This design comes from an exercise in tuning for small area on the open sky130 flow, not from production work.
Function was checked by simulation only, so behaviour that the tests miss may differ from the original.
Power figures rest on the tool's default switching activity, not on a simulated workload.

## pine
==> flow/design.v <==
module hevc_rtp_depkt #(
    parameter FU_MAX_FRAGS = 32,
    parameter FU_MAX_BYTES = 16384
) (
    input  wire        clk,
    input  wire        rst,
    input  wire        in_valid,
    input  wire [7:0]  in_data,
    input  wire        in_last,
    input  wire        cfg_donl,
    input  wire        cfg_dond,
    input  wire        dp_reset,
    output reg         d_valid,
    output wire [1:0]  d_kind,
    output wire        d_nalv,
    output wire        d_f,
    output wire [5:0]  d_type,
    output wire [5:0]  d_layer,
    output wire [2:0]  d_tid,
    output wire        d_donl,
    output wire        d_dond,
    output wire [15:0] d_len,
    output wire [15:0] d_off,
    output wire [15:0] d_cnt,
    output reg         r_valid,
    output reg  [3:0]  r_status,
    output wire [18:0] r_hdrlen,
    output wire        r_p,
    output wire        r_x,
    output wire [3:0]  r_cc,
    output wire        r_m,
    output wire [6:0]  r_pt,
    output wire [15:0] r_seq,
    output wire [31:0] r_ts,
    output wire [31:0] r_ssrc,
    output wire        r_nal_f,
    output wire [5:0]  r_nal_type,
    output wire [5:0]  r_nal_layer,
    output wire [2:0]  r_nal_tid,
    output wire [1:0]  r_pos,
    output wire [5:0]  r_nfrag,
    output wire [15:0] r_fragbytes
);
    localparam [3:0] ST_OK_SINGLE = 4'h1, ST_OK_AP = 4'h2, ST_AP_STOPPED = 4'h3,
                     ST_FU_START  = 4'h4, ST_FU_MIDDLE = 4'h5, ST_FU_DONE = 4'h6,
                     ST_FU_SEQ_RESET = 4'h7, ST_FU_OVERFLOW = 4'h8,
                     ST_PACI_DROPPED = 4'h9, ST_RSVD_DROPPED = 4'hA, ST_MALFORMED = 4'hB;
    localparam [1:0] P_NONE = 2'd0, P_START = 2'd1, P_MIDDLE = 2'd2;
    localparam [3:0] S_HDR   = 4'd0,    
                     S_E1    = 4'd1,    
                     S_E2    = 4'd2,
                     S_E3    = 4'd3,
                     S_PH1   = 4'd4,    
                     S_FUH   = 4'd5,    
                     S_FD1   = 4'd6,    
                     S_FD2   = 4'd7,
                     S_PAY   = 4'd8,    
                     S_FDATA = 4'd9,    
                     S_ANEXT = 4'd10,   
                     S_ADL2  = 4'd11,   
                     S_ASZH  = 4'd12,   
                     S_ASZL  = 4'd13,   
                     S_ABODY = 4'd14,   
                     S_ASTOP = 4'd15;   
    reg        sop;           
    reg [13:0] cnt;           
    reg [3:0]  ps;
    reg        vok, hp, hx;   
    reg [3:0]  hcc;
    reg        xpend;         
    reg [87:0] hsr;           
    reg [12:0] hlen;          
    reg        pk_donl, pk_dond;
    reg        ph_f;          
    reg [5:0]  ph_layer;
    reg [2:0]  ph_tid;
    reg        is_ap, is_fu;  
    reg [1:0]  cls;           
    reg [13:0] dstart;
    reg [12:0] szm1;          
    reg        hbig;          
    reg        ap_first;
    reg [7:0]  eb0, eb1;
    reg [1:0]  fu_pos;
    reg [5:0]  fu_nfrag;
    reg [14:0] fu_bytes;      
    reg [14:0] fu_len;        
    reg        st_f;
    reg [5:0]  st_type;
    reg [5:0]  st_layer;
    reg [2:0]  st_tid;
    reg        st_donl, st_dond;
    wire [13:0] cnt_next = sop ? 14'd1 : cnt + 14'd1;
    wire [13:0] dd       = cnt - dstart;         
    wire        dd_hi0   = (dd[13:1] == 13'd0);
    wire        dd_is0   = dd_hi0 && !dd[0];
    wire        dd_is1   = dd_hi0 && dd[0];
    wire [5:0]  ptype    = eb0[6:1];             
    wire        fu_base  = is_fu && !cls[1] && sop;
    wire        len_cin  = !sop && (ps == S_FDATA);
    wire [14:0] len_sum  = (fu_base ? fu_len : {2'b00, hlen}) + {1'b0, dd} + {14'd0, len_cin};
    wire hmatch = dd_is0;     
    wire at_ph0 = (ps == S_HDR) && hmatch && !xpend;
    reg [3:0] ps_n;
    reg       emit_ap;
    always @(*) begin
        ps_n    = ps;
        emit_ap = 1'b0;
        case (ps)
            S_HDR:   if (hmatch) ps_n = xpend ? S_E1 : S_PH1;
            S_E1:    ps_n = S_E2;
            S_E2:    ps_n = S_E3;
            S_E3:    ps_n = S_HDR;
            S_PH1:   ps_n = is_ap ? S_ANEXT : (is_fu ? S_FUH : S_PAY);
            S_FUH:   ps_n = pk_donl ? S_FD1 : S_FDATA;
            S_FD1:   ps_n = S_FD2;
            S_FD2:   ps_n = S_FDATA;
            S_ANEXT: ps_n = (ap_first && pk_donl) ? S_ADL2 :
                            (!ap_first && pk_dond) ? S_ASZH : S_ASZL;
            S_ADL2:  ps_n = S_ASZH;
            S_ASZH:  ps_n = S_ASZL;
            S_ASZL:  ps_n = (hbig || {szm1[12:8], in_data} == 13'd0) ? S_ASTOP : S_ABODY;
            S_ABODY: begin
                if (dd == {1'b0, szm1}) begin
                    emit_ap = 1'b1;
                    ps_n    = S_ANEXT;
                end else if (dd_is0 && in_data[6:1] == 6'd48)
                    ps_n = S_ASTOP;
            end
            default: ;
        endcase
    end
    wire complete = !sop && vok && ps_n[3];
    wire hi_byte = (ps == S_E2) || (ps == S_ASZH) ||
                   (ps == S_ANEXT && !(ap_first && pk_donl) && !(!ap_first && pk_dond));
    wire [12:0] ds_add = sop ? {6'd0, {1'b0, in_data[3:0]} + 5'd2, 2'b11} :
                         (ps == S_E3) ? {szm1[10:8], in_data, 2'b00} : 13'd0;
    wire [13:0] ds_sum = cnt_next + {1'b0, ds_add};
    wire        ds_load = sop ||
        (ps == S_HDR && hmatch && (xpend || in_data[6:5] == 2'b11)) ||
        (ps == S_E3) ||
        (ps == S_PH1 && (is_ap || is_fu)) ||
        ps == S_FUH || ps == S_FD1 || ps == S_FD2 ||
        ps == S_ANEXT || ps == S_ADL2 || ps == S_ASZH || ps == S_ASZL;
    wire [1:0]  cls_now  = (ps == S_FUH) ? in_data[7:6] : cls;
    wire        fu_s     = cls_now[1];
    wire        fu_e     = cls_now[0];
    wire        pnone    = (fu_pos == P_NONE);
    wire [14:0] fb_sum   = (fu_s ? 15'd0 : fu_bytes) + len_sum;
    wire        fb_over  = fb_sum[14] && (fb_sum[13:0] != 14'd0);
    wire        nf_over  = fu_nfrag[5];
    reg [3:0] st_n;
    reg       fu_upd;     
    reg       fu_clr;     
    reg       emit_end;
    always @(*) begin
        st_n     = ST_MALFORMED;
        fu_upd   = 1'b0;
        fu_clr   = 1'b0;
        emit_end = 1'b0;
        if (!complete) begin
            st_n = ST_MALFORMED;
        end else if (is_ap) begin
            st_n = (ps_n == S_ANEXT) ? ST_OK_AP : ST_AP_STOPPED;
        end else if (ptype[5:4] != 2'b11) begin
            st_n     = ST_OK_SINGLE;
            emit_end = 1'b1;
        end else if (is_fu) begin
            fu_clr = 1'b1;
            if (fu_s) begin
                if (pnone) begin
                    st_n   = ST_FU_START;
                    fu_upd = 1'b1;
                end else
                    st_n = ST_FU_SEQ_RESET;
            end else if (pnone) begin
                st_n = ST_FU_SEQ_RESET;
            end else if (fu_e) begin
                st_n     = ST_FU_DONE;
                emit_end = 1'b1;
            end else if (nf_over || fb_over) begin
                st_n = ST_FU_OVERFLOW;
            end else begin
                st_n   = ST_FU_MIDDLE;
                fu_upd = 1'b1;
            end
        end else if (ptype == 6'd50) begin
            st_n = ST_PACI_DROPPED;
        end else begin
            st_n = ST_RSVD_DROPPED;
        end
    end
    wire acc  = in_valid && !sop;      
    wire last = in_valid && in_last;
    always @(posedge clk) begin
        if (in_valid) begin
            cnt <= cnt_next;
            if (ds_load)
                dstart <= {ds_sum[13] | (!sop && ps == S_E3 && hbig), ds_sum[12:0]};
        end
        if (in_valid && sop) begin
            vok     <= (in_data[7:6] == 2'd2);
            hp      <= in_data[5];
            hx      <= in_data[4];
            hcc     <= in_data[3:0];
            xpend   <= in_data[4];
            pk_donl <= cfg_donl;
            pk_dond <= cfg_dond;
            ps      <= S_HDR;
            if (fu_pos == P_NONE) begin
                st_donl <= cfg_donl;
                st_dond <= cfg_dond;
            end
        end
        if (acc) begin
            ps <= ps_n;
            if (cnt[13:4] == 10'd0 && !(cnt[3] && cnt[2]))
                hsr <= {hsr[79:0], in_data};
            if (ps == S_HDR && hmatch)
                xpend <= 1'b0;
            if (at_ph0) begin
                hlen     <= cnt[12:0];
                ph_f     <= in_data[7];
                ph_layer[5] <= in_data[0];
                is_ap    <= (in_data[6:1] == 6'd48);
                is_fu    <= (in_data[6:1] == 6'd49);
                if (fu_pos == P_NONE) begin
                    st_f        <= in_data[7];
                    st_layer[5] <= in_data[0];
                end
            end
            if (ps == S_PH1) begin
                ph_layer[4:0] <= in_data[7:3];
                ph_tid        <= in_data[2:0];
                ap_first      <= 1'b1;
                if (fu_pos == P_NONE) begin
                    st_layer[4:0] <= in_data[7:3];
                    st_tid        <= in_data[2:0];
                end
            end
            if (at_ph0 || (ps == S_ABODY && dd_is0))
                eb0 <= in_data;
            if (ps == S_PH1 || (ps == S_ABODY && dd_is1))
                eb1 <= in_data;
            if (hi_byte) begin
                szm1[12:8] <= in_data[4:0];
                hbig       <= (ps == S_E2) ? (in_data[7:3] != 5'd0) : (in_data[7:5] != 3'd0);
            end
            if (ps == S_ASZL)
                szm1 <= {szm1[12:8], in_data} - 13'd1;
            if (ps == S_FUH) begin
                cls <= in_data[7:6];
                if (fu_pos == P_NONE)
                    st_type <= in_data[5:0];
            end
            if (emit_ap)
                ap_first <= 1'b0;
        end
        if (r_valid && r_status[3:1] == 3'b010)
            fu_len <= len_sum;
        if (rst) begin
            sop      <= 1'b1;
            fu_pos   <= P_NONE;
            fu_nfrag <= 6'd0;
            fu_bytes <= 15'd0;
            d_valid  <= 1'b0;
            r_valid  <= 1'b0;
        end else begin
            r_valid <= last;
            d_valid <= acc && ((emit_ap && vok) || (in_last && emit_end));
            if (in_valid)
                sop <= in_last;
            if (last) begin
                r_status <= st_n;
                if (fu_clr) begin
                    fu_pos   <= fu_upd ? (fu_s ? P_START : P_MIDDLE) : P_NONE;
                    fu_nfrag <= fu_upd ? fu_nfrag + 6'd1 : 6'd0;
                    fu_bytes <= fu_upd ? fb_sum : 15'd0;
                end
            end
            if (dp_reset) begin
                fu_pos   <= P_NONE;
                fu_nfrag <= 6'd0;
                fu_bytes <= 15'd0;
            end
        end
    end
    assign d_kind  = {is_fu, is_ap};
    assign d_nalv  = !(is_ap && dd_is1);
    assign d_f     = is_fu ? st_f     : eb0[7];
    assign d_type  = is_fu ? st_type  : eb0[6:1];
    assign d_layer = is_fu ? st_layer : {eb0[0], eb1[7:3]};
    assign d_tid   = is_fu ? st_tid   : eb1[2:0];
    assign d_donl  = is_fu ? st_donl  : pk_donl;
    assign d_dond  = is_fu ? st_dond  : pk_dond;
    assign d_len   = {1'b0, len_sum};
    assign d_off   = {2'b00, dstart};
    assign d_cnt   = {2'b00, dd};
    assign r_hdrlen    = {6'd0, hlen};
    assign r_p         = hp;
    assign r_x         = hx;
    assign r_cc        = hcc;
    assign r_m         = hsr[87];
    assign r_pt        = hsr[86:80];
    assign r_seq       = hsr[79:64];
    assign r_ts        = hsr[63:32];
    assign r_ssrc      = hsr[31:0];
    assign r_nal_f     = ph_f;
    assign r_nal_type  = is_ap ? 6'd48 : eb0[6:1];
    assign r_nal_layer = ph_layer;
    assign r_nal_tid   = ph_tid;
    assign r_pos       = fu_pos;
    assign r_nfrag     = fu_nfrag;
    assign r_fragbytes = {1'b0, fu_bytes};
endmodule
==> flow/config.mk <==
export PLATFORM = sky130hd
export DESIGN_NAME = hevc_rtp_depkt
export DESIGN_NICKNAME = hevc_rtp_depkt
export VERILOG_FILES = /design/flow/design.v
export SDC_FILE = /design/flow/constraint.sdc
export NUM_CORES = 4
export LEC_CHECK = 0
export CAP_MARGIN = 20
export CORE_MARGIN = 2
export CORE_UTILIZATION = 40
export CTS_CLUSTER_DIAMETER = 80
export CTS_CLUSTER_SIZE = 30
export SLEW_MARGIN = 20
==> flow/constraint.sdc <==
create_clock -name core_clock -period 12.0 [get_ports {clk}]
set_input_delay 2.4000 -clock core_clock [delete_from_list [all_inputs] [get_ports {clk}]]
set_output_delay 2.4000 -clock core_clock [all_outputs]
set_load 0.01 [all_outputs]
run.sh (not shown) runs the stock make flow with config.mk's settings and CLKGATE_MAP_FILE= SYNTH_SCRIPT=/design/flow/synth_recipe.tcl, a recipe that flattens the netlist after the stock synthesis.
Modified inputs, birch compared to pine
diff --git a/flow/design.v b/flow/design.v
--- a/flow/design.v
+++ b/flow/design.v
@@ -48,7 +48,6 @@
     localparam [1:0] P_NONE = 2'd0, P_START = 2'd1, P_MIDDLE = 2'd2;
     localparam [3:0] S_HDR   = 4'd0,    
-                     S_E1    = 4'd1,    
-                     S_E2    = 4'd2,
-                     S_E3    = 4'd3,
+                     S_ELO   = 4'd1,    
+                     S_EXTD  = 4'd2,    
                      S_PH1   = 4'd4,    
                      S_FUH   = 4'd5,    
@@ -78,5 +77,5 @@
     reg [1:0]  cls;           
     reg [13:0] dstart;
-    reg [12:0] szm1;          
+    reg [12:0] szm1;
     reg        hbig;          
     reg        ap_first;
@@ -102,4 +101,9 @@
     wire hmatch = dd_is0;     
     wire at_ph0 = (ps == S_HDR) && hmatch && !xpend;
+    wire [12:0] sz_in   = {szm1[12:8], in_data};
+    wire        sz_zero = (sz_in == 13'd0);
+    wire        sz_last = (szm1 == 13'd0);
+    wire        sz_load = (ps == S_ASZL) || (ps == S_ELO);
+    wire [12:0] sz_dec  = (sz_load ? sz_in : szm1) - 13'd1;
     reg [3:0] ps_n;
     reg       emit_ap;
@@ -108,8 +112,7 @@
         emit_ap = 1'b0;
         case (ps)
-            S_HDR:   if (hmatch) ps_n = xpend ? S_E1 : S_PH1;
-            S_E1:    ps_n = S_E2;
-            S_E2:    ps_n = S_E3;
-            S_E3:    ps_n = S_HDR;
+            S_HDR:   if (hmatch) ps_n = xpend ? S_ELO : S_PH1;
+            S_ELO:   ps_n = (!hbig && sz_zero) ? S_HDR : S_EXTD;
+            S_EXTD:  if (cnt[1:0] == 2'b11 && !hbig && sz_last) ps_n = S_HDR;
             S_PH1:   ps_n = is_ap ? S_ANEXT : (is_fu ? S_FUH : S_PAY);
             S_FUH:   ps_n = pk_donl ? S_FD1 : S_FDATA;
@@ -120,7 +123,7 @@
             S_ADL2:  ps_n = S_ASZH;
             S_ASZH:  ps_n = S_ASZL;
-            S_ASZL:  ps_n = (hbig || {szm1[12:8], in_data} == 13'd0) ? S_ASTOP : S_ABODY;
+            S_ASZL:  ps_n = (hbig || sz_zero) ? S_ASTOP : S_ABODY;
             S_ABODY: begin
-                if (dd == {1'b0, szm1}) begin
+                if (sz_last) begin
                     emit_ap = 1'b1;
                     ps_n    = S_ANEXT;
@@ -132,12 +135,10 @@
     end
     wire complete = !sop && vok && ps_n[3];
-    wire hi_byte = (ps == S_E2) || (ps == S_ASZH) ||
+    wire hi_byte = (ps == S_HDR && hmatch && xpend) || (ps == S_ASZH) ||
                    (ps == S_ANEXT && !(ap_first && pk_donl) && !(!ap_first && pk_dond));
-    wire [12:0] ds_add = sop ? {6'd0, {1'b0, in_data[3:0]} + 5'd2, 2'b11} :
-                         (ps == S_E3) ? {szm1[10:8], in_data, 2'b00} : 13'd0;
-    wire [13:0] ds_sum = cnt_next + {1'b0, ds_add};
+    wire [13:0] ds_in  = sop ? {7'd0, {1'b0, in_data[3:0]} + 5'd3, in_data[4], 1'b0} : cnt_next;
     wire        ds_load = sop ||
-        (ps == S_HDR && hmatch && (xpend || in_data[6:5] == 2'b11)) ||
-        (ps == S_E3) ||
+        (ps == S_HDR && hmatch && !xpend && in_data[6:5] == 2'b11) ||
+        (ps == S_ELO) || (ps == S_EXTD) ||
         (ps == S_PH1 && (is_ap || is_fu)) ||
         ps == S_FUH || ps == S_FD1 || ps == S_FD2 ||
@@ -197,5 +198,5 @@
             cnt <= cnt_next;
             if (ds_load)
-                dstart <= {ds_sum[13] | (!sop && ps == S_E3 && hbig), ds_sum[12:0]};
+                dstart <= ds_in;
         end
         if (in_valid && sop) begin
@@ -245,8 +246,8 @@
             if (hi_byte) begin
                 szm1[12:8] <= in_data[4:0];
-                hbig       <= (ps == S_E2) ? (in_data[7:3] != 5'd0) : (in_data[7:5] != 3'd0);
+                hbig       <= (in_data[7:5] != 3'd0);
             end
-            if (ps == S_ASZL)
-                szm1 <= {szm1[12:8], in_data} - 13'd1;
+            if (sz_load || ps == S_ABODY || (ps == S_EXTD && cnt[1:0] == 2'b11))
+                szm1 <= sz_dec;
             if (ps == S_FUH) begin
                 cls <= in_data[7:6];
Findings:
Compare birch and pine | non-clock buffer count in the final layout higher: birch. In birch the count of cell instances traversed by the critical path turned out 5 lower than in pine. Cmp birch and pine / total power draw / higher: pine. Re final period demand of the worst path: birch is 450 ps down on pine. Taking pine as the reference, in birch combinational share of power saw a decrease, final hold slack roughly the same, clock share of power decreased by 0.4 points relative to the old numbers, area added between synthesis and finish +0.25 points, vias per cell went up. pine and birch ended up with roughly the same number of maximum-capacitance constraint violations. Worst-path maximum fanout was lower in the run labelled pine.

[re-timing with driven ports]
How much do the figures lean on ideal ports? The routed layouts below were timed once more, with nothing changed but the port constraints. Step 1 assumes that a clkbuf_16 drives the clock port and a buf_2 every other input. Step 2, shift: input delay + t, output delay - t, t = (earliest + latest rising clock arrival at the registers) / 2. This alone moves slack from input paths to output paths. Three values: ideal ports, drivers, drivers and shift; two values: the first two.
| run | t, ns | setup WS [ns] | clock arrival spread, ns | worst data-port slew with drivers (ns) | cell pins on the clock port's net |
|---|---|---|---|---|---|
| pine | 0.550 | 3.972 / 3.921 / 4.471 | 0.032 / 0.032 | 0.04 | 1 |
| birch | 0.551 | 4.417 / 4.369 / 4.484 | 0.047 / 0.046 | 0.04 | 1 |
After both steps every run listed still meets setup and hold.
